Context: an optimization exercise on an open-source flow, tuned for small area, a short achievable clock period and few clock cycles. The choices shown serve that exercise and are no tape-out recipe. In this exercise RTL edits were held to simulation tests only and were not proved equivalent to the original.

[config.mk]
export PLATFORM = sky130hd
export DESIGN_NAME = barker_xcorr
export DESIGN_NICKNAME = barker_xcorr
export VERILOG_FILES = /design/flow/design.v
export SDC_FILE = /design/flow/constraint.sdc
export NUM_CORES = 4
export LEC_CHECK = 0
export CAP_MARGIN = 20
export CORE_MARGIN = 2
export CORE_UTILIZATION = 40
export SLEW_MARGIN = 20
[constraint.sdc]
create_clock -name core_clock -period 22.0 [get_ports {clk}]
set_input_delay 4.4000 -clock core_clock [delete_from_list [all_inputs] [get_ports {clk}]]
set_output_delay 4.4000 -clock core_clock [all_outputs]
set_load 0.01 [all_outputs]
[design.v]
module barker_xcorr (
    input  wire               clk,
    input  wire               rst,           
    input  wire [3:0]         cfg_hdr,       
    input  wire [1:0]         cfg_mod,       
    input  wire [17:0]        cfg_trig,      
    input  wire [15:0]        cfg_hitcap,    
    input  wire               in_valid,
    output wire               in_ready,
    input  wire               in_last,
    input  wire signed [7:0]  in_re,
    input  wire signed [7:0]  in_im,
    output reg                hr_valid,
    output reg  [16:0]        hr_idx,
    output reg  signed [17:0] hr_val,
    output reg                hi_valid,
    output reg  [16:0]        hi_idx,
    output reg  signed [17:0] hi_val,
    output reg                done,
    output reg  [15:0]        nhr,
    output reg  [15:0]        nhi,
    output reg                hitovf,
    output reg                desync
);
    localparam [1:0] S_RUN  = 2'd0,
                     S_TAIL = 2'd1,
                     S_FIN  = 2'd2;
    localparam [12:0] POS13 = 13'b1111100110101;
    localparam [12:0] POS11 = 13'b0011100010010;
    localparam [12:0] POS7  = 13'b0000001110010;
    localparam [12:0] USE13 = 13'b1111111111111;
    localparam [12:0] USE11 = 13'b0011111111111;
    localparam [12:0] USE7  = 13'b0000001111111;
    reg  [1:0]        state;
    reg  [3:0]        tail_left;
    reg  [16:0]       lag_cnt;
    reg  signed [7:0] win_re [0:12];
    reg  signed [7:0] win_im [0:12];
    reg               win_valid;
    reg               win_final;
    reg  [16:0]       win_idx;
    reg  [15:0]       cnt_r, cnt_i;
    reg               ovf;
    reg  [3:0]        hdr_q;
    reg  [1:0]        mod_q;
    reg  [17:0]       trig_q;
    reg  [15:0]       hitcap_q;
    always @(posedge clk) begin
        hdr_q    <= cfg_hdr;
        mod_q    <= cfg_mod;
        trig_q   <= cfg_trig;
        hitcap_q <= cfg_hitcap;
    end
    integer k;
    assign in_ready = (state == S_RUN);
    wire accept = in_valid && in_ready;
    reg [12:0] tap_use, tap_pos;
    always @* begin
        case (hdr_q)
            4'd13:   begin tap_use = USE13; tap_pos = POS13; end
            4'd11:   begin tap_use = USE11; tap_pos = POS11; end
            default: begin tap_use = USE7;  tap_pos = POS7;  end
        endcase
    end
    reg signed [12:0] sum_re, sum_im;
    always @* begin
        sum_re = 13'sd0;
        sum_im = 13'sd0;
        for (k = 0; k < 13; k = k + 1) begin
            if (tap_use[k]) begin
                if (tap_pos[k]) begin
                    sum_re = sum_re + {{5{win_re[k][7]}}, win_re[k]};
                    sum_im = sum_im + {{5{win_im[k][7]}}, win_im[k]};
                end else begin
                    sum_re = sum_re - {{5{win_re[k][7]}}, win_re[k]};
                    sum_im = sum_im - {{5{win_im[k][7]}}, win_im[k]};
                end
            end
        end
    end
    wire signed [17:0] scale  = (mod_q == 2'd0) ? 18'sd11 : 18'sd30;
    wire signed [17:0] c_re   = sum_re * scale;
    wire signed [17:0] c_im   = (mod_q == 2'd2) ? 18'sd0 : sum_im * scale;
    wire        [17:0] mag_re = c_re[17] ? -c_re : c_re;
    wire        [17:0] mag_im = c_im[17] ? -c_im : c_im;
    wire trig_re = win_valid && (mag_re >= trig_q);
    wire trig_im = win_valid && (mag_im >= trig_q);
    wire rec_re  = trig_re && (cnt_r < hitcap_q);
    wire rec_im  = trig_im && (cnt_i < hitcap_q);
    wire drop    = (trig_re && !rec_re) || (trig_im && !rec_im);
    wire [15:0] cnt_r_nx = cnt_r + {15'd0, rec_re};
    wire [15:0] cnt_i_nx = cnt_i + {15'd0, rec_im};
    always @(posedge clk) begin
        if (rst) begin
            state     <= S_RUN;
            tail_left <= 4'd0;
            lag_cnt   <= 17'd0;
            win_valid <= 1'b0;
            win_final <= 1'b0;
            win_idx   <= 17'd0;
            cnt_r     <= 16'd0;
            cnt_i     <= 16'd0;
            ovf       <= 1'b0;
            hr_valid  <= 1'b0;
            hr_idx    <= 17'd0;
            hr_val    <= 18'sd0;
            hi_valid  <= 1'b0;
            hi_idx    <= 17'd0;
            hi_val    <= 18'sd0;
            done      <= 1'b0;
            nhr       <= 16'd0;
            nhi       <= 16'd0;
            hitovf    <= 1'b0;
            desync    <= 1'b0;
            for (k = 0; k < 13; k = k + 1) begin
                win_re[k] <= 8'sd0;
                win_im[k] <= 8'sd0;
            end
        end else begin
            win_valid <= 1'b0;
            win_final <= 1'b0;
            case (state)
                S_RUN: begin
                    if (accept) begin
                        for (k = 12; k > 0; k = k - 1) begin
                            win_re[k] <= win_re[k-1];
                            win_im[k] <= win_im[k-1];
                        end
                        win_re[0] <= in_re;
                        win_im[0] <= in_im;
                        win_valid <= 1'b1;
                        win_idx   <= lag_cnt;
                        lag_cnt   <= lag_cnt + 17'd1;
                        if (in_last) begin
                            state     <= S_TAIL;
                            tail_left <= cfg_hdr - 4'd1;
                        end
                    end
                end
                S_TAIL: begin
                    for (k = 12; k > 0; k = k - 1) begin
                        win_re[k] <= win_re[k-1];
                        win_im[k] <= win_im[k-1];
                    end
                    win_re[0] <= 8'sd0;
                    win_im[0] <= 8'sd0;
                    win_valid <= 1'b1;
                    win_idx   <= lag_cnt;
                    lag_cnt   <= lag_cnt + 17'd1;
                    tail_left <= tail_left - 4'd1;
                    if (tail_left == 4'd1) begin
                        win_final <= 1'b1;
                        state     <= S_FIN;
                    end
                end
                default: begin
                    for (k = 0; k < 13; k = k + 1) begin
                        win_re[k] <= 8'sd0;
                        win_im[k] <= 8'sd0;
                    end
                    lag_cnt <= 17'd0;
                    state   <= S_RUN;
                end
            endcase
            hr_valid <= rec_re;
            hr_idx   <= win_idx;
            hr_val   <= c_re;
            hi_valid <= rec_im;
            hi_idx   <= win_idx;
            hi_val   <= c_im;
            done <= win_valid && win_final;
            if (win_valid && win_final) begin
                nhr    <= cnt_r_nx;
                nhi    <= cnt_i_nx;
                hitovf <= ovf || drop;
                desync <= (mod_q != 2'd2) && (cnt_r_nx != cnt_i_nx);
                cnt_r  <= 16'd0;
                cnt_i  <= 16'd0;
                ovf    <= 1'b0;
            end else begin
                cnt_r  <= cnt_r_nx;
                cnt_i  <= cnt_i_nx;
                ovf    <= ovf || drop;
            end
        end
    end
endmodule
[run.sh]
#!/bin/bash
# synth_recipe.tcl (not shown) runs the flow's synth.tcl, then flattens the netlist and writes it again
# the make line also repeats each setting of config.mk as NAME=value (left out here)
make -C /OpenROAD-flow-scripts/flow DESIGN_CONFIG=/design/flow/config.mk WORK_HOME=/design/flow/orfs CLKGATE_MAP_FILE= SYNTH_SCRIPT=/design/flow/synth_recipe.tcl finish
==> flow_summary.yaml <==
setup_path:
  crit_fanout: 30
  cp-end-kind: "flip-flop"
  path_class: "reg2reg"
  timing.critical_path.required_ps: 22520
  startpoint_type: "flip-flop"
  slowest_stage: "a2111oi_0"
  crit_top_cell: "ha_1"
  crit_arrival_ps: 20720
  cpPeakStageDelay_ps: 610
drt:
  num_vias: 30400
  drtIter0Drc: 1497
  drt-total-wl_mm: 90.5
  vias_per_cell: 5.19
  wl_met1_mm: 43.1
  highest_layer: "met4"
  wl_met2_mm: 43.2
  wl_per_cell_um: 15.4
  drc_errors: 0
  firstDrtPassIters: 8
  detailroute.wirelength.met3_mm: 2.88
  final_antenna_net_count: 0
placement:
  dp_hpwl_mm: 69.5
  dp.cells: 5774
  place_area_mm2: 0.0388
  gp_congestion: 0.853
  pre_cts_slack_ps: 1860
  port_buffers: 167
final_layout:
  area_growth_pct: 11.8
  antenna_cells: 0
  layout-drive-gt1-share_pct: 3.86
  post-route-cell-area_mm2: 0.0405
  fin_nets: 5256
  layout_common_cells: "631 x nand2_1, 508 x a21oi_1, 456 x ha_1, 413 x dfxtp_1, 337 x nor2_1"
  stdcell_count: 5862
  final_common_cell: "nand2_1"
synth:
  ys_ff_latch: 413
  syn-cell-area_mm2: 0.0363
  synth_async_sr_flop_share_pct: 0
  synth_ff_type: "dfxtp_1"
  netlist_instances: 4603
  synth_edf_count: 0
  syn-num-nets: 5210
  synth_area_leaders: "dfxtp_1 23%, ha_1 16%, xnor2_1 7.9%"
  yosysTopAreaCell: "dfxtp_1"
  ys_warn_count: 3
  synth_top_area_share_pct: 22.8
  avgSynthCellArea_um2: 7.88
  netlist-cell-type-count: 86
  yosysSeqAreaShare_pct: 22.8
timing:
  worstMarginPinSlew_ps: 1030
  rsz0062_at_grt: "false"
  hold_viol_final: 0
  worst_slack_ps: 1800
  setup_violations: 0
  setup_tns_ps: 0
  fin_skew_ps: 52.0
  final.min_clock_period_ps: 20200
  drv_slew: 0
  slew_headroom_pct: 31.0
  clock.fmax_mhz: 49.5
  post-route-period-util_pct: 91.8
die:
  dieArea_mm2: 0.0931
  io_pins: 168
  row_count: 110
  core_area_mm2: 0.0899
  die_width_um: 305
  die_y_um: 305
  start_util_pct: 40.3
run_status:
  status: "no timing/DRC/antenna violations"
clocking:
  cts_buffers: 49
  root_buffer: "clkbuf_16"
  clockBufferDepth: 3
  cts_sinks: 413
  cts.repair.resized: 0
  cts_hold_buf: 0
  cts_tree: "yes"
  post_cts_buffers: 0
  clkTransAtPathRegs_ps: 70
  insertion_delay_ps: 630
  htreeDepth: 2
grt:
  grt_max_degree: 195
  grt_pass1_wl_mm: 151
  antenna_found_initial: 3
  grt.overflow.total: 0
  grt.total_usage_pct: 19.3
  grt_pass1_vias: 30000
worst_hold_path:
  worstHoldPathType: "reg2reg"
job:
  drv_cap: 0
==> synthesized netlist by cell type (all sizes together), types with 31 or more instances <==
cell    number
o21a        35
mux2        31
o21ai      230
xor2       181
nor2b       50
or3         33
buf         46
nor2       341
clkbuf     146
xnor2      331
o21bai      85
and2        36
nand3       48
dfxtp      413
inv        321
nand2      633
nor3        95
o31ai       31
nand2b      46
a21oi      509
fa          91
ha         456
a21o       131
==> registers in the layout, summed over array words and instances (netlist names), 2 cells and up <==
name and count:
nhr 16, tail_left 4, mod_q 2, hi_val 18, win_idx 17, win_re 104, cnt_i 16, lag_cnt 17
cnt_r 16, hitcap_q 16, nhi 16, win_im 104, hdr_q 4, trig_q 18, state 2, hr_val 18
hi_idx 17
==> final timing paths <==
check | startpoint | endpoint | slack [ps] | depth (start not counted)
setup / recovery | hdr_q[2]$_DFF_P_ | desync$_SDFFE_PP0P_ | 1800 | 86
setup reg to reg | hdr_q[2]$_DFF_P_ | desync$_SDFFE_PP0P_ | 1800 | 86
hold reg to reg | nhi[9]$_SDFFE_PP0P_ | nhi[9]$_SDFFE_PP0P_ | 460 | 2
hold / removal | nhi[9]$_SDFFE_PP0P_ | nhi[9]$_SDFFE_PP0P_ | 460 | 2
==> stage by stage <==
| stage | hold WS, ps | utilization, % |
|---|---|---|
| floorplan | 445 | - |
| global placement | 439 | 43.2 |
| detailed placement | 443 | 43.2 |
| CTS | 460 | 45.1 |
| global route | 477 | 45.1 |
| finish | 457 | 45.1 |
==> critical path: cells and delay by family, from the launching register on <==
kind | cells | cell delay (ps)
DFF | 1 | 450
AOI/OAI and AO/OA | 28 | 5490
muxes | 1 | 400
adders and majority gates | 19 | 7410
xor gates and xnor gates | 12 | 2360
and+or+nand+nor | 18 | 3120
buffers and inverters | 8 | 840
==> routing by layer <==
layer | vias up | GRT usage (%)
li1 | 15800 | -
met1 | 14100 | 25.5
met2 | 397 | 34.0
met3 | 86 | 1.91
met4 | 0 | 3.87
met5 | - | 0
==> cells by family (layout without fill, tap and decap cells) <==
family	count (synthesis)	after routing	synth area share (%)
adders and majority gates	547	547	20.8
buffers and inverters	513	596	5.51
DFF	413	413	22.8
muxes	51	51	1.52
AOI/OAI and AO/OA	1174	1174	19.5
and+or+nand+nor	1386	1386	17.0
xor gates and xnor gates	519	519	12.9
==> cell type report <==
class                           instances  area [µm²]
Fill cell                            9028       49400
Multi-Input combinational cell       3677       26000
Sequential cell                       413        8270
Timing Repair Buffer                  187        1830
Tap cell                             1176        1470
Clock buffer                           63        1380
Inverter                              321        1200
Clock inverter                         25         345
Testbench counts, summed over its fixed seeds: cycles 20,874.

## re-timing with driven ports
How much do the figures lean on ideal ports? The routed layout below was timed once more, with nothing changed but the port constraints.
Step 1 (the two cells are an assumption about what drives the block):
set clk [get_ports {clk}]
set_driving_cell -lib_cell sky130_fd_sc_hd__clkbuf_16 $clk
set_driving_cell -lib_cell sky130_fd_sc_hd__buf_2 [delete_from_list [all_inputs] $clk]
Step 2, shift: input delay + t, output delay - t, t = (earliest + latest rising clock arrival at the registers) / 2. This alone moves slack from input paths to output paths.
Slacks: no drivers / after step 1 / after step 2; pairs: no drivers / after step 1.
t (ns): 0.671
setup slack, ns: 1.797 / 1.797 / 1.797
clock arrival spread, ns: 0.053 / 0.052
After both steps setup and hold are still met in this run. For this run, drivers alone change the setup slack by 0.000 ns; drivers and shift together by 0.000 ns.
